This design comes from an exercise in tuning for small area, a short achievable clock period and few clock cycles per item on the open sky130 flow, not from production work.
In this exercise RTL edits were held to simulation tests only and were not proved equivalent to the original.
Power and IR drop assume default switching activity.

==> flow/design.v <==
`timescale 1ns/1ps
module cc8_rx (
    input  wire         clk,
    input  wire         rst,         
    input  wire         in_valid,
    input  wire [15:0]  in_edge,     
    input  wire         in_last,     
    output wire         in_ready,
    output reg          out_valid,   
    output wire [127:0] rxb,         
    output wire [7:0]   nbits,       
    output wire         dec_err,     
    output wire [7:0]   zrun_cnt,    
    output wire [4:0]   oct_cnt,     
    output wire [7:0]   crc          
);
    function [7:0] crc8_step;
        input [7:0] c_in;
        input [7:0] b;
        integer t;
        reg [7:0] c;
        begin
            c = c_in ^ b;
            for (t = 0; t < 8; t = t + 1)
                c = c[0] ? ((c >> 1) ^ 8'hD9) : (c >> 1);
            crc8_step = c;
        end
    endfunction
    reg         rdy;
    reg         v0, l0;
    reg [15:0]  e0;
    wire        acc = in_valid & rdy;
    assign in_ready = rdy;
    reg         v1, l1;
    reg [3:0]   r1;
    reg [15:0]  prev;
    wire [6:0]  d;
    wire [7:0]  bw;
    assign bw[0] = 1'b0;
    genvar gi;
    generate
        for (gi = 0; gi < 7; gi = gi + 1) begin : g_sub
            assign d[gi]    = e0[gi] ^ prev[gi] ^ bw[gi];
            assign bw[gi+1] = (~e0[gi] & prev[gi]) | (~(e0[gi] ^ prev[gi]) & bw[gi]);
        end
    endgenerate
    wire [8:0]  eh = e0[15:7];
    wire [8:0]  ph = prev[15:7];
    wire [8:0]  nph = ~ph;
    wire        z0 = (eh == ph);
    wire [8:0]  zz;
    assign zz[0] = ~(eh[0] ^ nph[0]);
    generate
        for (gi = 1; gi < 9; gi = gi + 1) begin : g_z
            assign zz[gi] = ~((eh[gi] ^ nph[gi]) ^ (eh[gi-1] | nph[gi-1]));
        end
    endgenerate
    wire        z1  = &zz;
    wire        big = bw[7] ? ~z1 : ~z0;
    reg  [3:0]  r_lo;
    always @* begin
        case (d)
            7'd0: r_lo = 4'd0;
            7'd1: r_lo = 4'd0;
            7'd2: r_lo = 4'd0;
            7'd3: r_lo = 4'd0;
            7'd4: r_lo = 4'd0;
            7'd5: r_lo = 4'd1;
            7'd6: r_lo = 4'd1;
            7'd7: r_lo = 4'd1;
            7'd8: r_lo = 4'd1;
            7'd9: r_lo = 4'd1;
            7'd10: r_lo = 4'd1;
            7'd11: r_lo = 4'd1;
            7'd12: r_lo = 4'd1;
            7'd13: r_lo = 4'd1;
            7'd14: r_lo = 4'd1;
            7'd15: r_lo = 4'd2;
            7'd16: r_lo = 4'd2;
            7'd17: r_lo = 4'd2;
            7'd18: r_lo = 4'd2;
            7'd19: r_lo = 4'd2;
            7'd20: r_lo = 4'd2;
            7'd21: r_lo = 4'd2;
            7'd22: r_lo = 4'd2;
            7'd23: r_lo = 4'd2;
            7'd24: r_lo = 4'd2;
            7'd25: r_lo = 4'd3;
            7'd26: r_lo = 4'd3;
            7'd27: r_lo = 4'd3;
            7'd28: r_lo = 4'd3;
            7'd29: r_lo = 4'd3;
            7'd30: r_lo = 4'd3;
            7'd31: r_lo = 4'd3;
            7'd32: r_lo = 4'd3;
            7'd33: r_lo = 4'd3;
            7'd34: r_lo = 4'd3;
            7'd35: r_lo = 4'd4;
            7'd36: r_lo = 4'd4;
            7'd37: r_lo = 4'd4;
            7'd38: r_lo = 4'd4;
            7'd39: r_lo = 4'd4;
            7'd40: r_lo = 4'd4;
            7'd41: r_lo = 4'd4;
            7'd42: r_lo = 4'd4;
            7'd43: r_lo = 4'd4;
            7'd44: r_lo = 4'd4;
            7'd45: r_lo = 4'd5;
            7'd46: r_lo = 4'd5;
            7'd47: r_lo = 4'd5;
            7'd48: r_lo = 4'd5;
            7'd49: r_lo = 4'd5;
            7'd50: r_lo = 4'd5;
            7'd51: r_lo = 4'd5;
            7'd52: r_lo = 4'd5;
            7'd53: r_lo = 4'd5;
            7'd54: r_lo = 4'd5;
            7'd55: r_lo = 4'd6;
            7'd56: r_lo = 4'd6;
            7'd57: r_lo = 4'd6;
            7'd58: r_lo = 4'd6;
            7'd59: r_lo = 4'd6;
            7'd60: r_lo = 4'd6;
            7'd61: r_lo = 4'd6;
            7'd62: r_lo = 4'd6;
            7'd63: r_lo = 4'd6;
            7'd64: r_lo = 4'd6;
            7'd65: r_lo = 4'd7;
            7'd66: r_lo = 4'd7;
            7'd67: r_lo = 4'd7;
            7'd68: r_lo = 4'd7;
            7'd69: r_lo = 4'd7;
            7'd70: r_lo = 4'd7;
            7'd71: r_lo = 4'd7;
            7'd72: r_lo = 4'd7;
            7'd73: r_lo = 4'd7;
            7'd74: r_lo = 4'd7;
            7'd75: r_lo = 4'd8;
            7'd76: r_lo = 4'd8;
            7'd77: r_lo = 4'd8;
            7'd78: r_lo = 4'd8;
            7'd79: r_lo = 4'd8;
            7'd80: r_lo = 4'd8;
            7'd81: r_lo = 4'd8;
            7'd82: r_lo = 4'd8;
            7'd83: r_lo = 4'd8;
            7'd84: r_lo = 4'd8;
            7'd85: r_lo = 4'd9;
            7'd86: r_lo = 4'd9;
            7'd87: r_lo = 4'd9;
            7'd88: r_lo = 4'd9;
            7'd89: r_lo = 4'd9;
            7'd90: r_lo = 4'd9;
            7'd91: r_lo = 4'd9;
            7'd92: r_lo = 4'd9;
            7'd93: r_lo = 4'd9;
            7'd94: r_lo = 4'd9;
            7'd95: r_lo = 4'd10;
            7'd96: r_lo = 4'd10;
            7'd97: r_lo = 4'd10;
            7'd98: r_lo = 4'd10;
            7'd99: r_lo = 4'd10;
            7'd100: r_lo = 4'd10;
            7'd101: r_lo = 4'd10;
            7'd102: r_lo = 4'd10;
            7'd103: r_lo = 4'd10;
            7'd104: r_lo = 4'd10;
            7'd105: r_lo = 4'd10;
            7'd106: r_lo = 4'd10;
            7'd107: r_lo = 4'd10;
            7'd108: r_lo = 4'd10;
            7'd109: r_lo = 4'd10;
            7'd110: r_lo = 4'd10;
            7'd111: r_lo = 4'd10;
            7'd112: r_lo = 4'd10;
            7'd113: r_lo = 4'd10;
            7'd114: r_lo = 4'd10;
            7'd115: r_lo = 4'd10;
            7'd116: r_lo = 4'd10;
            7'd117: r_lo = 4'd10;
            7'd118: r_lo = 4'd10;
            7'd119: r_lo = 4'd10;
            7'd120: r_lo = 4'd10;
            7'd121: r_lo = 4'd10;
            7'd122: r_lo = 4'd10;
            7'd123: r_lo = 4'd10;
            7'd124: r_lo = 4'd10;
            7'd125: r_lo = 4'd10;
            7'd126: r_lo = 4'd10;
            7'd127: r_lo = 4'd10;
            default: r_lo = 4'd0;
        endcase
    end
    reg  [3:0]  r_c;
    always @* r_c = big ? 4'd10 : r_lo;
    reg [127:0] bits;
    reg [7:0]   nb;
    reg         sb;          
    reg         lv;          
    reg         err;
    reg [7:0]   zc;
    reg         ef;          
    reg         fresh;       
    reg [7:0]   asm;         
    reg [7:0]   crc_r;
    reg         p1, p2;
    reg [3:0]   rem;         
    reg         xm;          
    assign rxb      = bits;
    assign nbits    = nb;
    assign dec_err  = err;
    assign zrun_cnt = zc;
    assign crc      = crc_r;
    reg  [4:0]  oc;
    assign oct_cnt  = oc;
    wire xact    = xm;
    wire act_gap = v1 & ~ef & ~xact;
    wire act_fst = v1 &  ef & ~xact;
    wire act_p1  = p1 & ~xact;
    wire s1_hold = v1 & xact;
    wire [7:0] nb_e  = fresh ? 8'd0 : nb;
    wire       sb_e  = ~fresh & sb;
    wire       lv_e  = fresh | lv;
    wire       err_e = ~fresh & err;
    wire [7:0] zc_e  = fresh ? 8'd0 : zc;
    wire       pv_e  = ~err_e & lv_e;     
    wire       pv_r  = ~err & lv;
    wire [4:0] ci = nb_e[7:3];
    wire [2:0] lo = nb_e[2:0];
    reg  [7:0] th;
    always @* begin
        case (lo)
            3'd0: th = 8'b11111111;
            3'd1: th = 8'b11111110;
            3'd2: th = 8'b11111100;
            3'd3: th = 8'b11111000;
            3'd4: th = 8'b11110000;
            3'd5: th = 8'b11100000;
            3'd6: th = 8'b11000000;
            default: th = 8'b10000000;
        endcase
    end
    wire       v     = (p2 | xact) ? pv_r : (act_p1 ? pv_e : lv_e);
    wire [7:0] asm_f = (th & {8{v}}) | (~th & asm);
    wire [3:0] r      = r1;
    wire [3:0] r_adj  = r - {3'd0, ~sb_e};
    wire [3:0] room   = 4'd8 - {1'b0, lo};
    wire       dec    = ~err_e & ~nb_e[7];
    wire       zero   = (r == 4'd0);
    wire       bad    = (r_adj > 4'd8);
    wire       app    = act_gap & dec & ~zero & ~bad;
    wire       fill   = (r_adj >= room);           
    wire       crs    = app & fill;
    wire [2:0] lo_n   = lo + r_adj[2:0];
    wire [4:0] ci_n   = ci + 5'd1;
    wire [7:0] nb_n   = fill ? {ci_n, 3'd0} : {ci, lo_n};
    wire       rnz    = (rem != 4'd0);
    wire [3:0] rem_d  = rem - {3'd0, rnz};
    wire [3:0] len_f  = asm_f[3:0];
    wire [3:0] lmin   = (len_f == 4'd0) ? 4'd1 : len_f;
    wire       c0     = (ci == 5'd0);
    wire       inc    = c0 | rnz;
    wire [3:0] rem_n  = c0 ? lmin : rem_d;        
    wire       crc_en = ((crs | act_p1) & inc) | ((p2 | xact) & rnz);
    wire [7:0] crc_b  = (fresh & ~(p2 | xact)) ? 8'hFF : crc_r;
    wire [7:0] crc_n  = crc8_step(crc_b, asm_f);
    wire [4:0] cr     = nb[7:3];             
    reg [15:0] dci, gtc;
    integer a;
    always @* begin
        dci = 16'd0;
        if (!ci[4]) dci[ci[3:0]] = 1'b1;
        for (a = 0; a < 16; a = a + 1)
            gtc[a] = (cr[4] == 1'b0) && (a > cr[3:0]);
    end
    wire [15:0] we = ({16{crs | act_p1}} & dci) | ({16{p2}} & gtc);
    wire rge2 = (rem[3:1] != 3'd0);
    wire xlow = act_p1 ? (rem_n[3:1] != 3'd0) : ((p2 | xact) & rge2);
    integer q;
    always @(posedge clk) begin
        e0 <= in_edge;
        l0 <= in_last;
        if (!s1_hold) begin
            l1 <= l0;
            r1 <= r_c;
            if (v0) prev <= e0;
        end
        for (q = 0; q < 16; q = q + 1)
            if (we[q]) bits[8*q +: 8] <= asm_f;
        if (we[0])
            oc <= {1'b0, lmin} + 5'd1;
        if (act_gap | act_p1 | p2 | xact)
            crc_r <= crc_en ? crc_n : crc_b;
        if (act_gap | act_p1)
            asm <= (crs | act_p1) ? {8{v}} : asm_f;
        if (crs | act_p1)
            rem <= rem_n;
        else if (p2 | xact)
            rem <= rem_d;
        if (act_gap) begin
            lv  <= ~lv_e;
            nb  <= app ? nb_n : nb_e;
            sb  <= app ? ~fill : sb_e;
            err <= err_e | (dec & ~zero & bad);
            zc  <= (dec & zero & (zc_e != 8'hFF)) ? zc_e + 8'd1 : zc_e;
        end else if (act_p1) begin
            lv  <= lv_e;
            nb  <= nb_e;
            err <= err_e;
            zc  <= zc_e;
        end
        if (rst) begin
            rdy   <= 1'b1;
            v0    <= 1'b0;
            v1    <= 1'b0;
            ef    <= 1'b1;
            fresh <= 1'b0;
            p1    <= 1'b0;
            p2    <= 1'b0;
            xm    <= 1'b0;
            out_valid <= 1'b0;
        end else begin
            rdy <= ~(acc & in_last) & ~xlow;
            v0  <= acc;
            if (!s1_hold)
                v1 <= v0;
            if (act_gap | act_fst)
                ef <= l1;
            if (act_fst)
                fresh <= 1'b1;
            else if (act_gap | act_p1)
                fresh <= 1'b0;
            p1 <= ((act_gap | act_fst) & l1) | (p1 & ~act_p1);
            p2 <= act_p1;
            xm <= (p2 | xact) & rge2;
            out_valid <= (p2 | xact) & ~rge2;
        end
    end
endmodule
==> flow/config.mk <==
export PLATFORM = sky130hd
export DESIGN_NAME = cc8_rx
export DESIGN_NICKNAME = cc8_rx
export VERILOG_FILES = /design/flow/design.v
export SDC_FILE = /design/flow/constraint.sdc
export NUM_CORES = 4
export LEC_CHECK = 0
export CAP_MARGIN = 20
export CORE_MARGIN = 2
export CORE_UTILIZATION = 40
export CTS_BUF_LIST = sky130_fd_sc_hd__clkbuf_16
export CTS_CLUSTER_DIAMETER = 300
export CTS_CLUSTER_SIZE = 25
export SLEW_MARGIN = 20
==> flow/constraint.sdc <==
create_clock -name core_clock -period 20.0 [get_ports {clk}]
set_input_delay 4.0000 -clock core_clock [delete_from_list [all_inputs] [get_ports {clk}]]
set_output_delay 4.0000 -clock core_clock [all_outputs]
set_load 0.01 [all_outputs]
standard.sh (not shown) runs the stock make flow with config.mk's settings and CLKGATE_MAP_FILE= SYNTH_SCRIPT=/design/flow/synth_recipe.tcl, a recipe that flattens the netlist after the stock synthesis.
==> flow/flow/run.sh <==
#!/bin/bash
# Standard layout, except that the port buffers are the plain buf_1 cell
# instead of the delay buffer buffer_ports picks by default.
set -euo pipefail
bash standard.sh "BUFFER_PORTS_ARGS=-buffer_cell sky130_fd_sc_hd__buf_1" finish > flow_standard.log 2>&1
Testbench counts at the start, summed over its fixed seeds: cycles 7,968, frames 192.
Then changed:
--- a/flow/design.v
+++ b/flow/design.v
@@ -42,24 +42,21 @@
         for (gi = 0; gi < 7; gi = gi + 1) begin : g_sub
             assign d[gi]    = e0[gi] ^ prev[gi] ^ bw[gi];
             assign bw[gi+1] = (~e0[gi] & prev[gi]) | (~(e0[gi] ^ prev[gi]) & bw[gi]);
         end
     endgenerate
     wire [8:0]  eh = e0[15:7];
-    wire [8:0]  ph = prev[15:7];
-    wire [8:0]  nph = ~ph;
-    wire        z0 = (eh == ph);
+    wire [8:0]  nph = ~prev[15:7];
     wire [8:0]  zz;
-    assign zz[0] = ~(eh[0] ^ nph[0]);
+    assign zz[0] = ~(eh[0] ^ nph[0] ^ ~bw[7]);
     generate
         for (gi = 1; gi < 9; gi = gi + 1) begin : g_z
             assign zz[gi] = ~((eh[gi] ^ nph[gi]) ^ (eh[gi-1] | nph[gi-1]));
         end
     endgenerate
-    wire        z1  = &zz;
-    wire        big = bw[7] ? ~z1 : ~z0;
+    wire        big = ~&zz;
     reg  [3:0]  r_lo;
     always @* begin
         case (d)
             7'd0: r_lo = 4'd0;
             7'd1: r_lo = 4'd0;
             7'd2: r_lo = 4'd0;
@@ -240,32 +237,32 @@
             default: th = 8'b10000000;
         endcase
     end
     wire       v     = (p2 | xact) ? pv_r : (act_p1 ? pv_e : lv_e);
     wire [7:0] asm_f = (th & {8{v}}) | (~th & asm);
     wire [3:0] r      = r1;
-    wire [3:0] r_adj  = r - {3'd0, ~sb_e};
-    wire [3:0] room   = 4'd8 - {1'b0, lo};
     wire       dec    = ~err_e & ~nb_e[7];
     wire       zero   = (r == 4'd0);
-    wire       bad    = (r_adj > 4'd8);
+    wire       bad    = (r == 4'd10) | (sb_e & (r == 4'd9));
     wire       app    = act_gap & dec & ~zero & ~bad;
-    wire       fill   = (r_adj >= room);           
+    wire [3:0] s_add  = {1'b0, lo} + (r - 4'd1) + {3'd0, sb_e};
+    wire       fill   = s_add[3];
     wire       crs    = app & fill;
-    wire [2:0] lo_n   = lo + r_adj[2:0];
+    wire [2:0] lo_n   = s_add[2:0];
     wire [4:0] ci_n   = ci + 5'd1;
     wire [7:0] nb_n   = fill ? {ci_n, 3'd0} : {ci, lo_n};
     wire       rnz    = (rem != 4'd0);
     wire [3:0] rem_d  = rem - {3'd0, rnz};
     wire [3:0] len_f  = asm_f[3:0];
     wire [3:0] lmin   = (len_f == 4'd0) ? 4'd1 : len_f;
     wire       c0     = (ci == 5'd0);
     wire       inc    = c0 | rnz;
     wire [3:0] rem_n  = c0 ? lmin : rem_d;        
     wire       crc_en = ((crs | act_p1) & inc) | ((p2 | xact) & rnz);
-    wire [7:0] crc_b  = (fresh & ~(p2 | xact)) ? 8'hFF : crc_r;
+    wire       crc_i  = fresh & (act_gap | act_p1);      
+    wire [7:0] crc_b  = crc_r | {8{crc_i}};
     wire [7:0] crc_n  = crc8_step(crc_b, asm_f);
     wire [4:0] cr     = nb[7:3];             
     reg [15:0] dci, gtc;
     integer a;
     always @* begin
         dci = 16'd0;
@@ -286,14 +283,14 @@
             if (v0) prev <= e0;
         end
         for (q = 0; q < 16; q = q + 1)
             if (we[q]) bits[8*q +: 8] <= asm_f;
         if (we[0])
             oc <= {1'b0, lmin} + 5'd1;
-        if (act_gap | act_p1 | p2 | xact)
-            crc_r <= crc_en ? crc_n : crc_b;
+        if (crc_en | crc_i)
+            crc_r <= crc_n | {8{~crc_en}};
         if (act_gap | act_p1)
             asm <= (crs | act_p1) ? {8{v}} : asm_f;
         if (crs | act_p1)
             rem <= rem_n;
         else if (p2 | xact)
             rem <= rem_d;
Result:
- The changed run finished with timing, DRC and antenna clean
- via count drops by about 2.5%
- hold slack gets worse by 0.014 ns
- combinational power drops by 22%
- routed wire length climbs by 3.3%
- flip-flop and latch count does not change
- count of clock-buffer cells in the layout does not change
- total power drops by 2.6%
Testbench counts after the change, summed over its fixed seeds: cycles 7,968, frames 192.

[afterwards: timing with drivers on the ports]
No port has a modelled driver above. Below, the same layouts with a new extraction and two added sets of constraints.
Step 1 assumes that a clkbuf_16 drives the clock port and a buf_2 every other input.
Step 2 also shifts input and output timing later by t, the mid clock arrival at the registers, as if the neighbouring blocks saw the same clock.
Three values: ideal, step 1, step 2; two values: the first two.
| run | t (ns) | setup slack, ns | worst setup path at the end | latest minus earliest clock arrival (ns) | worst register clock-pin slew, ns |
|---|---|---|---|---|---|
| the first run | 0.504 | 14.675 / 14.631 / 15.117 | input to register | 0.017 / 0.017 | 0.11 / 0.11 |
| the second run | 0.505 | 14.673 / 14.629 / 15.134 | register to output | 0.021 / 0.022 | 0.11 / 0.11 |
After both steps setup and hold are still met in every run listed.
